This is an optimization exercise on Yosys and OpenROAD, whose aim is small area, a short achievable clock period and few clock cycles per item, not a production implementation.
Only simulation tests tie the RTL to the original design; equivalence was not proved.
Power is estimated from default activity; no workload was simulated.

File: run.sh
#!/bin/bash
# synth_recipe.tcl (not shown) runs the flow's synth.tcl, then flattens the netlist and writes it again
# the make line also repeats each setting of config.mk as NAME=value (left out here)
make -C /OpenROAD-flow-scripts/flow DESIGN_CONFIG=/design/flow/config.mk WORK_HOME=/design/flow/orfs CLKGATE_MAP_FILE= SYNTH_SCRIPT=/design/flow/synth_recipe.tcl finish
File: config.mk
export PLATFORM = sky130hd
export DESIGN_NAME = spidrv_core
export DESIGN_NICKNAME = spidrv_core
export VERILOG_FILES = /design/flow/design.v
export SDC_FILE = /design/flow/constraint.sdc
export NUM_CORES = 4
export LEC_CHECK = 0
export CAP_MARGIN = 20
export CORE_MARGIN = 2
export CORE_UTILIZATION = 40
export SLEW_MARGIN = 20
File: constraint.sdc
create_clock -name core_clock -period 32.0 [get_ports {clk}]
set_input_delay 6.4000 -clock core_clock [delete_from_list [all_inputs] [get_ports {clk}]]
set_output_delay 6.4000 -clock core_clock [all_outputs]
set_load 0.01 [all_outputs]
File: design.v
module spidrv_int2f (
    input  wire        sign,
    input  wire [31:0] mag,
    output reg  [31:0] f
);
    reg [5:0]  lz;
    reg [31:0] norm;
    reg [23:0] mant;
    reg        guard, sticky, round_up;
    reg [24:0] mant_r;
    reg [7:0]  exp_r;
    integer    k;
    always @* begin
        lz = 6'd32;
        for (k = 0; k < 32; k = k + 1)
            if (mag[k]) lz = 6'd31 - k[5:0];
        norm     = mag << lz[4:0];
        mant     = norm[31:8];
        guard    = norm[7];
        sticky   = |norm[6:0];
        round_up = guard & (sticky | mant[0]);
        mant_r   = {1'b0, mant} + {24'd0, round_up};
        exp_r    = 8'd158 - {2'b00, lz};           
        if (mant_r[24]) begin
            exp_r  = exp_r + 8'd1;
            mant_r = mant_r >> 1;
        end
        if (mag == 32'd0)
            f = 32'd0;
        else
            f = {sign, exp_r, mant_r[22:0]};
    end
endmodule
module spidrv_fmul (
    input  wire [31:0] a,
    input  wire [31:0] b,
    output reg  [31:0] p
);
    reg        sign;
    reg [23:0] ma, mb;
    reg [47:0] prod;
    reg [23:0] mant;
    reg        guard, sticky, round_up;
    reg [24:0] mant_r;
    reg [9:0]  exp_r;
    always @* begin
        sign = a[31] ^ b[31];
        ma   = {1'b1, a[22:0]};
        mb   = {1'b1, b[22:0]};
        prod = ma * mb;
        exp_r = {2'b00, a[30:23]} + {2'b00, b[30:23]} - 10'd127;
        if (prod[47]) begin
            mant   = prod[47:24];
            guard  = prod[23];
            sticky = |prod[22:0];
            exp_r  = exp_r + 10'd1;
        end else begin
            mant   = prod[46:23];
            guard  = prod[22];
            sticky = |prod[21:0];
        end
        round_up = guard & (sticky | mant[0]);
        mant_r   = {1'b0, mant} + {24'd0, round_up};
        if (mant_r[24]) begin
            exp_r  = exp_r + 10'd1;
            mant_r = mant_r >> 1;
        end
        if (a[30:23] == 8'd0 || b[30:23] == 8'd0)
            p = {sign, 31'd0};
        else
            p = {sign, exp_r[7:0], mant_r[22:0]};
    end
endmodule
module spidrv_f2i (
    input  wire [31:0] f,
    output reg  [31:0] q
);
    reg        sign;
    reg [7:0]  e;
    reg [54:0] shifted;
    reg [31:0] mag;
    always @* begin
        sign    = f[31];
        e       = f[30:23];
        shifted = {31'd0, 1'b1, f[22:0]} << (e - 8'd127);
        mag     = shifted[54:23];
        if (e < 8'd127)
            q = 32'd0;                       
        else if (e > 8'd157)
            q = 32'h8000_0000;               
        else
            q = sign ? (32'd0 - mag) : mag;
    end
endmodule
module spidrv_newmapper (
    input  wire        clk,
    input  wire        rst,
    input  wire        start,           
    input  wire [31:0] in_min,
    input  wire [31:0] in_max,
    input  wire [31:0] out_min,
    input  wire [31:0] out_max,
    output wire        busy,
    output reg         done,            
    output reg  [2:0]  err,             
    output reg  [31:0] scale
);
    localparam S_IDLE = 2'd0, S_DIV = 2'd1, S_ROUND = 2'd2;
    reg [1:0]  state;
    reg [4:0]  count;
    reg [25:0] rem;
    reg [23:0] divisor;
    reg [25:0] quo;
    reg [8:0]  exp_q;                   
    reg        num_zero;
    wire [31:0] u_out = out_max - out_min;
    wire [31:0] u_in  = in_max - in_min;
    wire [31:0] f_num, f_den;
    spidrv_int2f u_cvt_num (.sign(1'b0), .mag(u_out), .f(f_num));
    spidrv_int2f u_cvt_den (.sign(1'b0), .mag(u_in),  .f(f_den));
    wire [2:0] chk_err = out_max[31]       ? 3'd3 :
                         in_max[31]        ? 3'd4 :
                         (in_max == in_min) ? 3'd5 : 3'd0;
    assign busy = (state != S_IDLE);
    wire [25:0] diff   = rem - {2'b00, divisor};
    wire        q_bit  = ~diff[25];
    reg  [23:0] q_mant;
    reg         q_guard, q_sticky;
    reg  [24:0] q_mant_r;
    reg  [8:0]  q_exp;
    always @* begin
        if (quo[25]) begin
            q_mant   = quo[25:2];
            q_guard  = quo[1];
            q_sticky = quo[0] | (rem != 26'd0);
            q_exp    = exp_q;
        end else begin
            q_mant   = quo[24:1];
            q_guard  = quo[0];
            q_sticky = (rem != 26'd0);
            q_exp    = exp_q - 9'd1;
        end
        q_mant_r = {1'b0, q_mant} + {24'd0, q_guard & (q_sticky | q_mant[0])};
        if (q_mant_r[24]) begin
            q_mant_r = q_mant_r >> 1;
            q_exp    = q_exp + 9'd1;
        end
    end
    always @(posedge clk) begin
        if (rst) begin
            state <= S_IDLE;
            done  <= 1'b0;
            err   <= 3'd0;
            scale <= 32'd0;
            count <= 5'd0;
        end else begin
            done <= 1'b0;
            case (state)
                S_IDLE: begin
                    if (start) begin
                        if (chk_err != 3'd0) begin
                            err  <= chk_err;
                            done <= 1'b1;
                        end else begin
                            err      <= 3'd0;
                            num_zero <= (u_out == 32'd0);
                            rem      <= {2'b00, 1'b1, f_num[22:0]};
                            divisor  <= {1'b1, f_den[22:0]};
                            exp_q    <= {1'b0, f_num[30:23]} - {1'b0, f_den[30:23]} + 9'd127;
                            quo      <= 26'd0;
                            count    <= 5'd0;
                            state    <= S_DIV;
                        end
                    end
                end
                S_DIV: begin
                    quo <= {quo[24:0], q_bit};
                    rem <= (q_bit ? diff : rem) << 1;
                    count <= count + 5'd1;
                    if (count == 5'd25)
                        state <= S_ROUND;
                end
                S_ROUND: begin
                    if (num_zero)
                        scale <= 32'd0;
                    else
                        scale <= {1'b0, q_exp[7:0], q_mant_r[22:0]};
                    done  <= 1'b1;
                    state <= S_IDLE;
                end
                default: state <= S_IDLE;
            endcase
        end
    end
endmodule
module spidrv_remap (
    input  wire [23:0] raw,             
    input  wire        little_endian,
    input  wire [31:0] in_min,
    input  wire [31:0] out_min,
    input  wire [31:0] scale,
    output wire [31:0] y
);
    wire [23:0] u = little_endian ? {raw[23:16], raw[15:8], raw[7:0]}
                                  : {raw[7:0],   raw[15:8], raw[23:16]};
    wire [31:0] s = {{8{u[23]}}, u};
    wire [31:0] t   = s - in_min;
    wire [31:0] mag = t[31] ? (32'd0 - t) : t;
    wire [31:0] x, p, q;
    spidrv_int2f u_i2f (.sign(t[31]), .mag(mag), .f(x));
    spidrv_fmul  u_mul (.a(x), .b(scale), .p(p));
    spidrv_f2i   u_f2i (.f(p), .q(q));
    assign y = q + out_min;
endmodule
module spidrv_core (
    input  wire        clk,
    input  wire        rst,
    input  wire        cfg_valid,
    output wire        cfg_ready,
    input  wire [31:0] cfg_in_min,
    input  wire [31:0] cfg_in_max,
    input  wire [31:0] cfg_out_min,
    input  wire [31:0] cfg_out_max,
    input  wire        cfg_little_endian,
    output wire        cfg_done,
    output wire [2:0]  cfg_err,
    output wire [31:0] cfg_scale,
    input  wire        s_valid,
    output wire        s_ready,
    input  wire [23:0] s_data,
    output reg         m_valid,
    input  wire        m_ready,
    output reg  [31:0] m_data
);
    reg        mapper_ok;
    reg        little_endian;
    reg [31:0] in_min, out_min;
    wire cfg_busy;
    wire cfg_fire = cfg_valid & cfg_ready;
    assign cfg_ready = ~cfg_busy;
    spidrv_newmapper u_newmapper (
        .clk     (clk),
        .rst     (rst),
        .start   (cfg_fire),
        .in_min  (cfg_in_min),
        .in_max  (cfg_in_max),
        .out_min (cfg_out_min),
        .out_max (cfg_out_max),
        .busy    (cfg_busy),
        .done    (cfg_done),
        .err     (cfg_err),
        .scale   (cfg_scale)
    );
    always @(posedge clk) begin
        if (rst) begin
            mapper_ok     <= 1'b0;
            little_endian <= 1'b0;
            in_min        <= 32'd0;
            out_min       <= 32'd0;
        end else if (cfg_fire) begin
            mapper_ok     <= 1'b0;
            little_endian <= cfg_little_endian;
            in_min        <= cfg_in_min;
            out_min       <= cfg_out_min;
        end else if (cfg_done) begin
            mapper_ok     <= (cfg_err == 3'd0);
        end
    end
    wire [31:0] y;
    spidrv_remap u_remap (
        .raw           (s_data),
        .little_endian (little_endian),
        .in_min        (in_min),
        .out_min       (out_min),
        .scale         (cfg_scale),
        .y             (y)
    );
    assign s_ready = mapper_ok & ~cfg_busy & ~cfg_valid & (~m_valid | m_ready);
    wire   s_fire  = s_valid & s_ready;
    always @(posedge clk) begin
        if (rst) begin
            m_valid <= 1'b0;
            m_data  <= 32'd0;
        end else begin
            if (m_ready)
                m_valid <= 1'b0;
            if (s_fire) begin
                m_valid <= 1'b1;
                m_data  <= y;
            end
        end
    end
endmodule
==> run notes <==
synthesized netlist by cell type, types with 43 or more instances:
cell                       count  area, sq um
sky130_fd_sc_hd__nand2_1     880         3300
sky130_fd_sc_hd__inv_1       837         3140
sky130_fd_sc_hd__nor2_1      664         2490
sky130_fd_sc_hd__fa_1        489         9790
sky130_fd_sc_hd__a21oi_1     406         2030
sky130_fd_sc_hd__ha_1        371         4640
sky130_fd_sc_hd__clkbuf_1    289         1080
sky130_fd_sc_hd__o21ai_0     284         1420
sky130_fd_sc_hd__and2_1      236         1480
sky130_fd_sc_hd__xnor2_1     211         1850
sky130_fd_sc_hd__nor3_1      209         1050
sky130_fd_sc_hd__mux2i_1     161         1610
sky130_fd_sc_hd__nand3_1     157          786
sky130_fd_sc_hd__dfxtp_1     141         2820
sky130_fd_sc_hd__xor2_1      129         1130
sky130_fd_sc_hd__o211ai_1    107          803
sky130_fd_sc_hd__a21o_1      106          796
sky130_fd_sc_hd__a211oi_1     98          736
sky130_fd_sc_hd__edfxtp_1     84         2520
sky130_fd_sc_hd__nand4_1      75          469
sky130_fd_sc_hd__and3_1       73          457
sky130_fd_sc_hd__a31oi_1      71          444
sky130_fd_sc_hd__nand2b_1     65          407
sky130_fd_sc_hd__nor2b_1      62          388
sky130_fd_sc_hd__nor4_1       61          382
sky130_fd_sc_hd__mux2_2       57          642
sky130_fd_sc_hd__a22oi_1      51          383
sky130_fd_sc_hd__or3_1        50          313
sky130_fd_sc_hd__o22ai_1      46          288
sky130_fd_sc_hd__o31ai_1      43          323
metal layers:
metal	up-vias	part of all wire (%)
met4	0	4.0
met3	390	5.6
met5	-	0
met1	26700	42
li1	26000	-
met2	1969	48
cells by family (layout without fill, tap and decap cells):
family                     after synthesis  in the layout  share of synthesized area (%)
AOI/OAI and AO/OA                     1734           1735                           21.8
and+or+nand+nor                       2712           2712                           23.8
other                                    1              1                        0.00685
adders and majority gates              860            860                           26.4
buffers and inverters                 1200           1491                           8.35
muxes                                  226            226                           4.39
DFF                                    225            225                           9.77
xor gates and xnor gates               343            343                           5.53
what timing repair did:
| action | 4_1_cts | 5_1_grt |
|---|---|---|
| resized for setup | 1 | 69 |
| setup buffers | 0 | 15 |
| setup endpoints to repair | 2 | 16 |
| pin swaps | 0 | 14 |
| gates cloned | 0 | 1 |
| endpoints found under the hold margin | 0 | 0 |
power by group through the flow:
stage               combinational (mW)  clock, mW  sequential, mW
global placement                  3.70          0           0.338
floorplan                         2.32          0           0.335
CTS                               3.74      0.304           0.332
global route                      4.14      0.313           0.334
finish                            3.83      0.296           0.333
detailed placement                3.71          0           0.338
worst paths after layout:
path | from | endpoint | cells after the start
worst min register to register | in_min[10] | in_min[10] | 2
worst min-delay path | in_min[10] | in_min[10] | 2
worst max-delay path | s_data[0] | m_data[31] | 106
worst max register to register | little_endian | m_data[31] | 105
cell type report:
cell class / instances / area share (%)
clock inverters: 17 / 0.198
repair buffers: 596 / 8.26
well taps: 1781 / 3.60
flip-flops and latches: 225 / 8.64
clock buffers: 33 / 1.13
inverters: 845 / 5.12
multi-input cells: 5877 / 73.1
worst register-to-register path: cells and delay by family, from the launching register on:
family | cells | cell delay [ns]
compound gates | 42 | 9.29
xor+xnor | 1 | 0.18
fa+ha+maj | 13 | 5.15
buf+inv | 16 | 2.14
flops | 1 | 0.84
mux | 2 | 0.62
simple gates | 31 | 7.03
cell usage in the layout, fill, tap and decap left out, types with 96 or more instances in the layout:
| cell | synthesis | routed |
|---|---|---|
| sky130_fd_sc_hd__mux2i_1 | 161 | 160 |
| sky130_fd_sc_hd__and2_1 | 236 | 235 |
| sky130_fd_sc_hd__nor2_1 | 664 | 661 |
| sky130_fd_sc_hd__a211oi_1 | 98 | 96 |
| sky130_fd_sc_hd__buf_4 | 6 | 362 |
| sky130_fd_sc_hd__a21oi_1 | 406 | 397 |
| sky130_fd_sc_hd__nor3_1 | 209 | 203 |
| sky130_fd_sc_hd__xor2_1 | 129 | 127 |
| sky130_fd_sc_hd__ha_1 | 371 | 369 |
| sky130_fd_sc_hd__xnor2_1 | 211 | 206 |
| sky130_fd_sc_hd__nand2_1 | 880 | 877 |
| sky130_fd_sc_hd__dfxtp_1 | 141 | 140 |
| sky130_fd_sc_hd__clkdlybuf4s50_1 | 0 | 226 |
| sky130_fd_sc_hd__a21o_1 | 106 | 106 |
| sky130_fd_sc_hd__o211ai_1 | 107 | 107 |
| sky130_fd_sc_hd__fa_1 | 489 | 488 |
| sky130_fd_sc_hd__nand3_1 | 157 | 155 |
| sky130_fd_sc_hd__o21ai_0 | 284 | 277 |
| sky130_fd_sc_hd__inv_1 | 837 | 837 |
through the flow:
step / cell area (sq um) / TNS [ns] / util (%) / worst slack, ns / power [mW]
after global routing: 61900 / 0 / 45.6 / 0.0180 / 4.78
final: 61900 / 0 / 45.6 / 1.40 / 4.45
after floorplan: 54700 / 0 / - / 0.225 / 2.66
after global placement: 60600 / -0.394 / 44.7 / -0.216 / 4.04
after CTS: 61500 / 0 / 45.3 / 0.0169 / 4.37
after detailed placement: 60600 / -1.21 / 44.7 / -0.514 / 4.04
flip-flops by register name, indices dropped and copies added, names as in the netlist:
signal,flops
in_min,32
little_endian,1
m_data,32
m_valid,1
mapper_ok,1
out_min,32
u_newmapper.count,5
u_newmapper.divisor,23
u_newmapper.done,1
u_newmapper.err,3
u_newmapper.exp_q,8
u_newmapper.num_zero,1
u_newmapper.quo,26
u_newmapper.rem,26
u_newmapper.scale,31
u_newmapper.state,2
==> out/summary.md <==
### Setup path
- nature of the critical path endpoint: flip-flop
- Worst Setup Path Type: in2reg
- R2R setup slack: 6.66 ns
- most frequent cell on the critical path: sky130_fd_sc_hd__a21oi_1
- Bufs and invs on worst path: 16
- CP startpoint kind: input pin
- CP max stage cell: sky130_fd_sc_hd__or4_4
- data required time at the worst endpoint: 32.48 ns
- Arrival @ worst endpoint: 31.09 ns
- dominant delay contributor by cell family on the critical path: compound AO/OA/AOI/OAI gates
- critical path's largest stage delay: 0.60 ns
- Max FO, Critical Path: 31

### Pwr
- cell-internal power: 1.83 mW
- Gate power share: 85.9%
- switching power total: 2.62 mW
- part of the total power dissipated in sequential elements: 7.5%
- fraction of power consumed by the clock network: 6.6%
- Sw Share: 58.9%
- leakage power of the design: 26.8 nW
- maximum VDD drop: 60.5 uV
- power density over the cells: 71.9 nW/um^2

### GRT
- met2 global-route usage: 48.2%
- met3 GRT Util: 2.71%
- global-route wire length before repair: 313 mm
- Most Used Layer, Global Route: met2
- met1 Use GR: 36.1%
- number of global-route vias before repair: 54000
- gr usage total: 27.9%
- maximum number of pins on one net before global-route repair: 77
- initial antenna violation count: 1
- total grt overflow: 0

### Placement
- placed wire-length estimate after detailed placement: 165 mm
- placed cell count: 9307
- IO Port Bufs: 227
- final weighted congestion of routability-driven global placement: 1.01

### Synthesis
- mean cell area of the mapped netlist: 7.50 sq um
- Post-Synthesis Cells: 7301
- sequential share of the synthesized area: 9.77%
- Synth Cell Area: 54700 sq um
- number of flops mapped to enable cells by yosys: 84
- share of async-settable or async-resettable flops after synthesis: 0%
- synthesized netlist net count: 8319
- most used flip-flop cell after synthesis: sky130_fd_sc_hd__dfxtp_1
- total of flip-flops plus latches after synthesis: 225
- number of distinct standard cells referenced by the synthesized netlist: 128
- Yosys Warn Count: 5

### Clock network
- clock tree root driver cell: sky130_fd_sc_hd__clkbuf_16
- Longest Clk Path Bufs: 3
- CTS buffer count: 27
- sinks on the clock net: 225
- CTS H-tree depth: 1
- worst skew pair latency: 0.59 ns
- Clock Pin Slew Worst Setup and Hold Paths: 0.06 ns
- number of buffers added to fix hold violations after cts: 0
- clock tree from TritonCTS: yes

### Timing
- worst hold slack: 0.454 ns
- final count of pins violating max slew: 0
- setup violators final: 0
- clock tree skew after final layout: 0.0330 ns
- Final Hold Violating Endpoints: 0
- setup repair after global routing missed its margin: no
- final period utilization: 95.6%
- top achievable clock speed: 32.7 MHz
- post-layout min period: 30.60 ns
- transition at the pin with the smallest max-transition slack: 1.06 ns
- relative max-transition margin: 28.7%

### Drt
- count of unresolved DRC violations after routing: 0
- routed len/inst: 21.4 um
- First DRT Iteration DRCs: 4735
- first drt pass iteration count: 5
- via count of the routed design: 55000
- Detailed Route WL: 201 mm
- post-DR vias/cell: 5.87
- Antenna Violating Nets Remaining: 0

### Die
- core outline area: 136000 sq um
- Cell Rows: 135
- die footprint: 140000 sq um
- overall die height: 374 um
- Die Span X: 374 um
- I/O pin total: 229
- effective utilization at floorplan: 40.3%

### Layout
- filler cell count in the final layout: 13800
- antenna diode instance count: 0
- footprint of the flip-flops and latches: 5350 sq um
- Area Growth Syn to Fin: 13.1%
- multi-input gate area in the final layout: 45200 sq um
- count of non-filler cells in the finished layout: 9374
- layout net count: 8590
- layout cells sized above 1: 8.76%

### Status
- status: finished clean

### Job
- Max-Cap Viols: 0

### Worst hold path
- path category of the worst min-delay check: reg2reg

Testbench counts, summed over its fixed seeds: cycles 22,080, items 19,200.

-- afterwards: timing with drivers on the ports --
The flow's constraints put no driver on any port. The routed layout listed below was extracted and timed again, unchanged, in two steps.
Step 1 assumes that a clkbuf_16 drives the clock port and a buf_2 every other input.
Step 2 times the ports against the registers' clock, not the clock port: input delays grow and output delays shrink by t, the midpoint of the rising clock arrivals with the driver on.
a / b / c = ideal ports / drivers / drivers and shift; a / b = the first two.
t (ns): 0.647
setup WS [ns]: 1.395 / 1.440 / 0.792
hold slack, ns: 0.454 / 0.454 / 0.454
worst setup path at the end: input to register
After both steps setup and hold are still met in this run. For this run, drivers alone change the setup slack by +0.045 ns; drivers and shift together by -0.603 ns.
